This is an optimization exercise on Yosys and OpenROAD, whose aim is small area, a short achievable clock period and few clock cycles, not a production implementation. Function was checked by simulation only, so behaviour that the tests miss may differ from the original. Power is estimated from default activity; no workload was simulated.

==> design/flow/run.sh <==
#!/bin/bash
# synth_recipe.tcl (not shown) runs the flow's synth.tcl, then flattens the netlist and writes it again
# the make line also repeats each setting of config.mk as NAME=value (left out here)
make -C /OpenROAD-flow-scripts/flow DESIGN_CONFIG=/design/flow/config.mk WORK_HOME=/design/flow/orfs CLKGATE_MAP_FILE= SYNTH_SCRIPT=/design/flow/synth_recipe.tcl finish
==> design/flow/config.mk <==
export PLATFORM = sky130hd
export DESIGN_NAME = cuckoo_verifier
export DESIGN_NICKNAME = cuckoo_verifier
export VERILOG_FILES = /design/flow/design.v
export SDC_FILE = /design/flow/constraint.sdc
export NUM_CORES = 4
export LEC_CHECK = 0
export CAP_MARGIN = 20
export CORE_MARGIN = 2
export CORE_UTILIZATION = 30
export PLACE_DENSITY = 0.5
export SLEW_MARGIN = 20
==> design/flow/constraint.sdc <==
create_clock -name core_clock -period 12.5 [get_ports {clk}]
set_input_delay 2.5000 -clock core_clock [delete_from_list [all_inputs] [get_ports {clk}]]
set_output_delay 2.5000 -clock core_clock [all_outputs]
set_load 0.01 [all_outputs]
==> design/flow/design.v <==
module sip_prf (
    input  wire         clk,
    input  wire         rst,
    input  wire         start,    
    input  wire [255:0] key,      
    input  wire [63:0]  x,
    output reg          done,     
    output wire [63:0]  out
);
    reg [63:0] v0, v1, v2, v3;
    reg [63:0] x_r;
    reg [2:0]  rnd;
    reg        busy;
    wire [63:0] a0 = v0 + v1;
    wire [63:0] a2 = v2 + v3;
    wire [63:0] a1 = {v1[50:0], v1[63:51]} ^ a0;         
    wire [63:0] a3 = {v3[47:0], v3[63:48]} ^ a2;         
    wire [63:0] b0 = {a0[31:0], a0[63:32]};              
    wire [63:0] c2 = a2 + a1;
    wire [63:0] c0 = b0 + a3;
    wire [63:0] c1 = {a1[46:0], a1[63:47]} ^ c2;         
    wire [63:0] c3 = {a3[42:0], a3[63:43]} ^ c0;         
    wire [63:0] d2 = {c2[31:0], c2[63:32]};              
    assign out = v0 ^ v1 ^ v2 ^ v3;
    always @(posedge clk) begin
        if (rst) begin
            busy <= 1'b0;
            done <= 1'b0;
            rnd  <= 3'd0;
        end else begin
            done <= 1'b0;
            if (start) begin
                v0   <= key[63:0];
                v1   <= key[127:64];
                v2   <= key[191:128];
                v3   <= key[255:192] ^ x;
                x_r  <= x;
                rnd  <= 3'd0;
                busy <= 1'b1;
            end else if (busy) begin
                if (rnd == 3'd1) begin
                    v0 <= c0 ^ x_r;
                    v1 <= c1;
                    v2 <= d2 ^ 64'h00000000000000ff;
                    v3 <= c3;
                end else begin
                    v0 <= c0;
                    v1 <= c1;
                    v2 <= d2;
                    v3 <= c3;
                end
                rnd <= rnd + 3'd1;
                if (rnd == 3'd5) begin
                    busy <= 1'b0;
                    done <= 1'b1;
                end
            end
        end
    end
endmodule
module cuckoo_verifier (
    input  wire         clk,
    input  wire         rst,           
    input  wire         cmd_valid,
    output wire         cmd_ready,
    input  wire         cmd_op,        
    input  wire         cmd_tagged,    
    input  wire         cmd_side,      
    input  wire [11:0]  cmd_edge,      
    input  wire [255:0] cmd_key,       
    input  wire         edge_valid,
    output wire         edge_ready,
    input  wire [63:0]  edge_data,
    output reg          res_valid,
    output reg  [2:0]   res_verdict,
    output reg  [12:0]  res_node
);
    localparam EB    = 12;
    localparam P     = 42;
    localparam NPOS  = 2 * P;
    localparam [63:0] EDGEMASK = (64'd1 << EB) - 64'd1;
    localparam [2:0] V_OK = 3'd0, V_TOO_BIG = 3'd2, V_TOO_SMALL = 3'd3,
                     V_NON_MATCHING = 3'd4, V_BRANCH = 3'd5, V_DEAD_END = 3'd6,
                     V_SHORT_CYCLE = 3'd7;
    localparam [2:0] S_IDLE = 3'd0, S_NODE = 3'd1, S_LOAD = 3'd2, S_SIPU = 3'd3,
                     S_SIPV = 3'd4, S_XORCHK = 3'd5, S_WALK = 3'd6;
    reg [2:0]    state;
    reg [255:0]  key_r;
    reg          side_r, tagged_r;
    reg [5:0]    n;              
    reg [EB-1:0] cur;            
    reg [EB-1:0] prev;           
    reg          rej;            
    reg [2:0]    rej_code;
    reg [EB-1:0] xor0, xor1;
    reg [EB-1:0] uvs [0:NPOS-1];
    reg [6:0]    wi;             
    reg [5:0]    steps;
    reg          sip_start;
    reg  [63:0]  sip_x;
    wire         sip_done;
    wire [63:0]  sip_out;
    wire [EB-1:0] node = sip_out[EB-1:0];
    sip_prf u_prf (
        .clk(clk), .rst(rst), .start(sip_start), .key(key_r), .x(sip_x),
        .done(sip_done), .out(sip_out)
    );
    assign cmd_ready  = (state == S_IDLE);
    assign edge_ready = (state == S_LOAD);
    wire [EB-1:0]   wval = uvs[wi];
    reg  [NPOS-1:0] mvec;
    reg  [6:0]      mpos;         
    integer k;
    always @* begin
        mpos = 7'd0;
        for (k = 0; k < NPOS; k = k + 1) begin
            mvec[k] = (k[0] == wi[0]) && (k[6:0] != wi) && (uvs[k] == wval);
            if (mvec[k]) mpos = mpos | k[6:0];
        end
    end
    wire       m_any   = |mvec;
    wire       m_multi = |(mvec & (mvec - {{(NPOS-1){1'b0}}, 1'b1}));
    wire [1:0] mcount  = !m_any ? 2'd0 : m_multi ? 2'd2 : 2'd1;
    wire [6:0] wnext = mpos ^ 7'd1;
    wire edge_big   = (edge_data > EDGEMASK);
    wire edge_small = (n != 6'd0) && (edge_data[EB-1:0] <= prev);
    reg go;
    always @* begin
        sip_start = 1'b0;
        sip_x     = 64'd0;
        case (state)
            S_NODE: if (go) begin
                sip_start = 1'b1;
                sip_x     = {51'd0, cur, side_r};
            end
            S_SIPU: if (go) begin
                sip_start = 1'b1;
                sip_x     = {51'd0, cur, 1'b0};
            end else if (sip_done) begin
                sip_start = 1'b1;
                sip_x     = {51'd0, cur, 1'b1};
            end
            default: ;
        endcase
    end
    always @(posedge clk) begin
        if (rst) begin
            state     <= S_IDLE;
            res_valid <= 1'b0;
            go        <= 1'b0;
        end else begin
            res_valid <= 1'b0;
            go        <= 1'b0;
            case (state)
                S_IDLE: if (cmd_valid) begin
                    key_r    <= cmd_key;
                    side_r   <= cmd_side;
                    tagged_r <= cmd_tagged;
                    if (cmd_op) begin
                        cur   <= cmd_edge;
                        go    <= 1'b1;
                        state <= S_NODE;
                    end else begin
                        n     <= 6'd0;
                        rej   <= 1'b0;
                        xor0  <= {EB{1'b0}};
                        xor1  <= {EB{1'b0}};
                        state <= S_LOAD;
                    end
                end
                S_NODE: if (sip_done) begin
                    res_node  <= tagged_r ? {node, side_r} : {1'b0, node};
                    res_valid <= 1'b1;
                    state     <= S_IDLE;
                end
                S_LOAD: if (edge_valid) begin
                    if (!rej && (edge_big || edge_small)) begin
                        rej      <= 1'b1;
                        rej_code <= edge_big ? V_TOO_BIG : V_TOO_SMALL;
                    end
                    if (rej || edge_big || edge_small) begin
                        if (n == P - 1) begin
                            res_verdict <= rej ? rej_code : (edge_big ? V_TOO_BIG : V_TOO_SMALL);
                            res_valid   <= 1'b1;
                            state       <= S_IDLE;
                        end else begin
                            n <= n + 6'd1;
                        end
                    end else begin
                        cur     <= edge_data[EB-1:0];
                        prev    <= edge_data[EB-1:0];
                        go      <= 1'b1;
                        state   <= S_SIPU;
                    end
                end
                S_SIPU: if (sip_done) begin
                    uvs[{n, 1'b0}] <= node;
                    xor0           <= xor0 ^ node;
                    state          <= S_SIPV;
                end
                S_SIPV: if (sip_done) begin
                    uvs[{n, 1'b1}] <= node;
                    xor1           <= xor1 ^ node;
                    if (n == P - 1) begin
                        state <= S_XORCHK;
                    end else begin
                        n     <= n + 6'd1;
                        state <= S_LOAD;
                    end
                end
                S_XORCHK: begin
                    if (xor0 != {EB{1'b0}} || xor1 != {EB{1'b0}}) begin
                        res_verdict <= V_NON_MATCHING;
                        res_valid   <= 1'b1;
                        state       <= S_IDLE;
                    end else begin
                        wi    <= 7'd0;
                        steps <= 6'd0;
                        state <= S_WALK;
                    end
                end
                S_WALK: begin
                    if (mcount == 2'd2) begin
                        res_verdict <= V_BRANCH;
                        res_valid   <= 1'b1;
                        state       <= S_IDLE;
                    end else if (mcount == 2'd0) begin
                        res_verdict <= V_DEAD_END;
                        res_valid   <= 1'b1;
                        state       <= S_IDLE;
                    end else begin
                        wi    <= wnext;
                        steps <= steps + 6'd1;
                        if (wnext == 7'd0) begin
                            res_verdict <= (steps + 6'd1 == P) ? V_OK : V_SHORT_CYCLE;
                            res_valid   <= 1'b1;
                            state       <= S_IDLE;
                        end else if (steps + 6'd1 == P + 1) begin
                            res_verdict <= V_SHORT_CYCLE;
                            res_valid   <= 1'b1;
                            state       <= S_IDLE;
                        end
                    end
                end
                default: state <= S_IDLE;
            endcase
        end
    end
endmodule
==> run notes <==
cells in the mapped netlist (all sizes together), types with 58 or more instances:
| cell type | number | area, um^2 |
|---|---|---|
| edfxtp | 2148 | 64500 |
| xnor2 | 1369 | 12000 |
| xor2 | 1191 | 10400 |
| nand2 | 710 | 2690 |
| mux2i | 631 | 6320 |
| nor2 | 621 | 2380 |
| a21oi | 506 | 2540 |
| buf | 456 | 3980 |
| nand3 | 415 | 2130 |
| o21ai | 359 | 1810 |
| a22oi | 309 | 2350 |
| ha | 272 | 3400 |
| nand4 | 271 | 1950 |
| clkbuf | 219 | 825 |
| nor3 | 218 | 1110 |
| inv | 199 | 747 |
| nor4 | 170 | 1140 |
| a21o | 142 | 1070 |
| mux4 | 82 | 1860 |
| o22ai | 78 | 494 |
| a31oi | 77 | 494 |
| o2111ai | 77 | 748 |
| nand2b | 74 | 463 |
| a211oi | 65 | 493 |
| and3 | 61 | 382 |
| nor2b | 60 | 375 |
| and2 | 59 | 372 |
| a41oi | 58 | 523 |
power by group through the flow:
stage / registers (mW) / logic [mW] / clock network (mW)
after floorplan: 8.64 / 2.25 / 0
after CTS: 8.53 / 4.17 / 7.97
after global placement: 8.68 / 4.15 / 0
final: 8.54 / 4.34 / 7.91
after global routing: 8.54 / 4.40 / 8.23
after detailed placement: 8.68 / 4.15 / 0
final cells by class:
cell class,count,area share
clock inverters,153,0.00975
multi-input cells,8710,0.426
well taps,5952,0.0482
diodes,30,0.000486
clock buffers,329,0.0459
repair buffers,721,0.0445
inverters,202,0.00533
flip-flops and latches,2165,0.420
sequential cells by signal, summed over array words and instances (netlist names), 13 cells and up, named ones only:
register   cells
u_prf.v3      64
u_prf.v0      64
key_r        256
u_prf.x_r     13
u_prf.v1      64
u_prf.v2      64
res_node      13
uvs         1536
metal layers:
metal,wire length [um],vias up,GRT usage
li1,-,44678,-
met1,297000,57019,0.422
met2,305000,8865,0.448
met3,91000,2026,0.0910
met4,52200,32,0.179
met5,547,-,0.00500
worst max-delay path: stages (launching register included):
cell,delay (ns)
dfxtp_4,0.65
buf_12,0.42
clkinv_1,1.12
and3_1,0.51
nor3_1,0.38
nand4_1,0.63
nand2_4,0.92
buf_4,0.58
buf_4,0.42
xor2_1,0.11
a211oi_1,0.40
nor4_1,0.13
nand4_1,0.31
nand2_1,0.20
a222oi_1,0.41
o221ai_1,0.31
a2111oi_1,0.84
o2111ai_1,0.42
nor4_1,0.43
buf_4,0.20
and3_1,0.21
nor4b_2,0.63
o21ba_2,0.45
final timing paths:
kind,depth (start not counted),endpoint,from
worst max register to register,22,steps[4],register
worst min register to register,2,u_prf.rnd[1],u_prf.rnd[1]
worst min-delay path,2,u_prf.rnd[1],u_prf.rnd[1]
worst max-delay path,22,steps[4],register
cells by family after synthesis:
group,Yosys count,synth area share
AO/OA/AOI/OAI,2282,0.117
XOR/XNOR,2563,0.166
adder cells (fa/ha/maj),276,0.0257
buffers and inverters,877,0.0411
flip-flops,2165,0.479
multiplexers,748,0.0634
AND/OR/NAND/NOR,2841,0.107
==> summary.md <==
| Metric | Value |
|---|---|
| Status | complete, no violations |
| Crit Path Max Fanout | between 70 and 80 |
| Number of flops mapped to enable cells by yosys | 2148 |
| Layout cells sized above 1 | 0.0954 |
| Critical path type | reg -> reg |
| Register Area | 64900 um^2 |
| Max Clock Freq | 87.7 MHz |
| Final setup viols | 0 |
| PwrDens | 135 nW/um^2 |
| Total CTS buffers | 270 |
| Comb pwr share | 0.209 |
| Synthesis-stage register bit count | 2165 |
| PortBufs | 357 |
| Clk pwr share | 0.381 |
| Most frequent cells in the layout | 2148 x edfxtp_1, 1359 x xnor2_1, 1191 x xor2_1, 694 x nand2_1, 627 x mux2i_1 |
| Core ar. | 449000 um^2 |
| CP startpoint kind | register |
| Sequential power share | 0.411 |
| Sw Ratio | 0.321 |
| Root buffer cell | clkbuf_16 |
| Data arrival time of the critical path | around 12 ns |
| P_int | 14.1 mW |
| CTS sink count | 2165 |
| Detailed placer's ending HPWL | 536 mm |
| CTS HTree Levels | 5 |
| Nets | 12685 |
| Residual DRC | 0 |
| Vias | 112620 |
| Least-Margin Pin Slew | 1.29 ns |
| Setup ws final | 1.10 ns |
| Area of the multi-input gates | roughly 66000 um^2 |
| Placed cells | roughly 18000 |
| Non-Filler Instances | 18262 |
| Vias in the first global route | between 100k and 150k |
| Synth warnings | 2 |
| Hold WS | 0.499 ns |
| Remaining antenna violation count | 0 |
| Clock Latency Late Sink | roughly 1.0 ns |
| Post-synth ARST share | 0 |
| Final WL | between 700 and 800 mm |
| Fin util | 0.344 |
| Fin crit share | 0.912 |
| Die area | 456000 um^2 |
| Final Cell Area | 154000 um^2 |
| Final hold vios | 0 |
| Initial antenna violation count | 67 |
| Postcts setup bufs | 0 |
| WL/cell | 40.9 um |
| Fillers | 44697 |
| Die height | 676 um |
| Total gr overflow | 0 |
| Clock tree from TritonCTS | yes |
| TNS Setup | 0 ns |
| Post-Synthesis Cell Area | approximately 140000 um^2 |
| Post-synthesis sequential area ratio | 0.479 |
| Synth unique cells | 138 |
| Required time of the critical path | between 10 and 15 ns |
| Resize count post-CTS | 0 |
| Pre-antenna DRT Iters | 9 |
| Routability cong. | 1.06 |
| Setup crit end kind | register |
| DP Worst Slack | 2.07 ns |
| Max-slew violations | 0 |
| Overall routing resource usage | 0.314 |
| Synth-to-layout area growth | 14.2% |
| Max-slew headroom | 0.137 |
| Top Ports | 358 |
| DR vias/cell | 6.17 |
| Pleak | ~56 nW |
| RSZ-0062 raised after global routing | false |
| Std cell rows | 246 |
| Tmin final | 11.40 ns |
| DP Area | 146000 um^2 |
| First-pass GRT wire length | 973 mm |
| Die width | 676 um |
| Pwr Total | 20.8 mW |
| Post-CTS Hold Buffers | 0 |
| Layout Skew | 0.0963 ns |
| Avg Inst Size Synth | approximately 12 um^2 |
| Syn_nets | 12367 |
| Largest net degree at the start of global routing | 169 |
| R2R Setup Slk | 1.10 ns |
| Dominant synthesized flop cell | edfxtp_1 |
| Max_cap viols | 0 |
| Max Buffers Root-to-Sink | 4 |
| Initial core utilization | 0.301 |
| Clock transition at path regs | 0.06 ns |
| Max VDD drop | roughly 0.16 mV |
| NetSw | roughly 6.7 mW |
| Hold Crit Class | reg -> reg |
| Most common cell after layout, fill and taps aside | edfxtp_1 |
| DRT iter0 DRCs | 20554 |
| Syn Inst Count | 11752 |
Testbench counts, summed over its fixed seeds: cycles 133,448.

[port drivers added, routing unchanged]
How much do the figures lean on ideal ports? The routed layout below was timed once more, with nothing changed but the port constraints.
Step 1 sets driving cells, clkbuf_16 on the clock port and buf_2 on the other inputs (assumed; they add their load-dependent delay and slew).
Step 2 adds t to the input delays and takes it off the output delays; t is the mean of the earliest and latest rising clock arrival at the registers after step 1. Input paths then give back, and output paths get back, about the clock's delay inside the block.
a / b / c = ideal / step 1 / step 2; a / b = the first two.
shift t [ns]: 1.088
slack for setup (ns): 1.096 / 1.096 / 1.096
worst hold slack (ns): 0.499 / 0.499 / 0.499
latest minus earliest clock arrival (ns): 0.099 / 0.099
worst data-port slew with drivers (ns): 0.25
After both steps this run still meets setup and hold. The setup slack of this run moves by 0.000 ns with the drivers and by 0.000 ns with both steps.
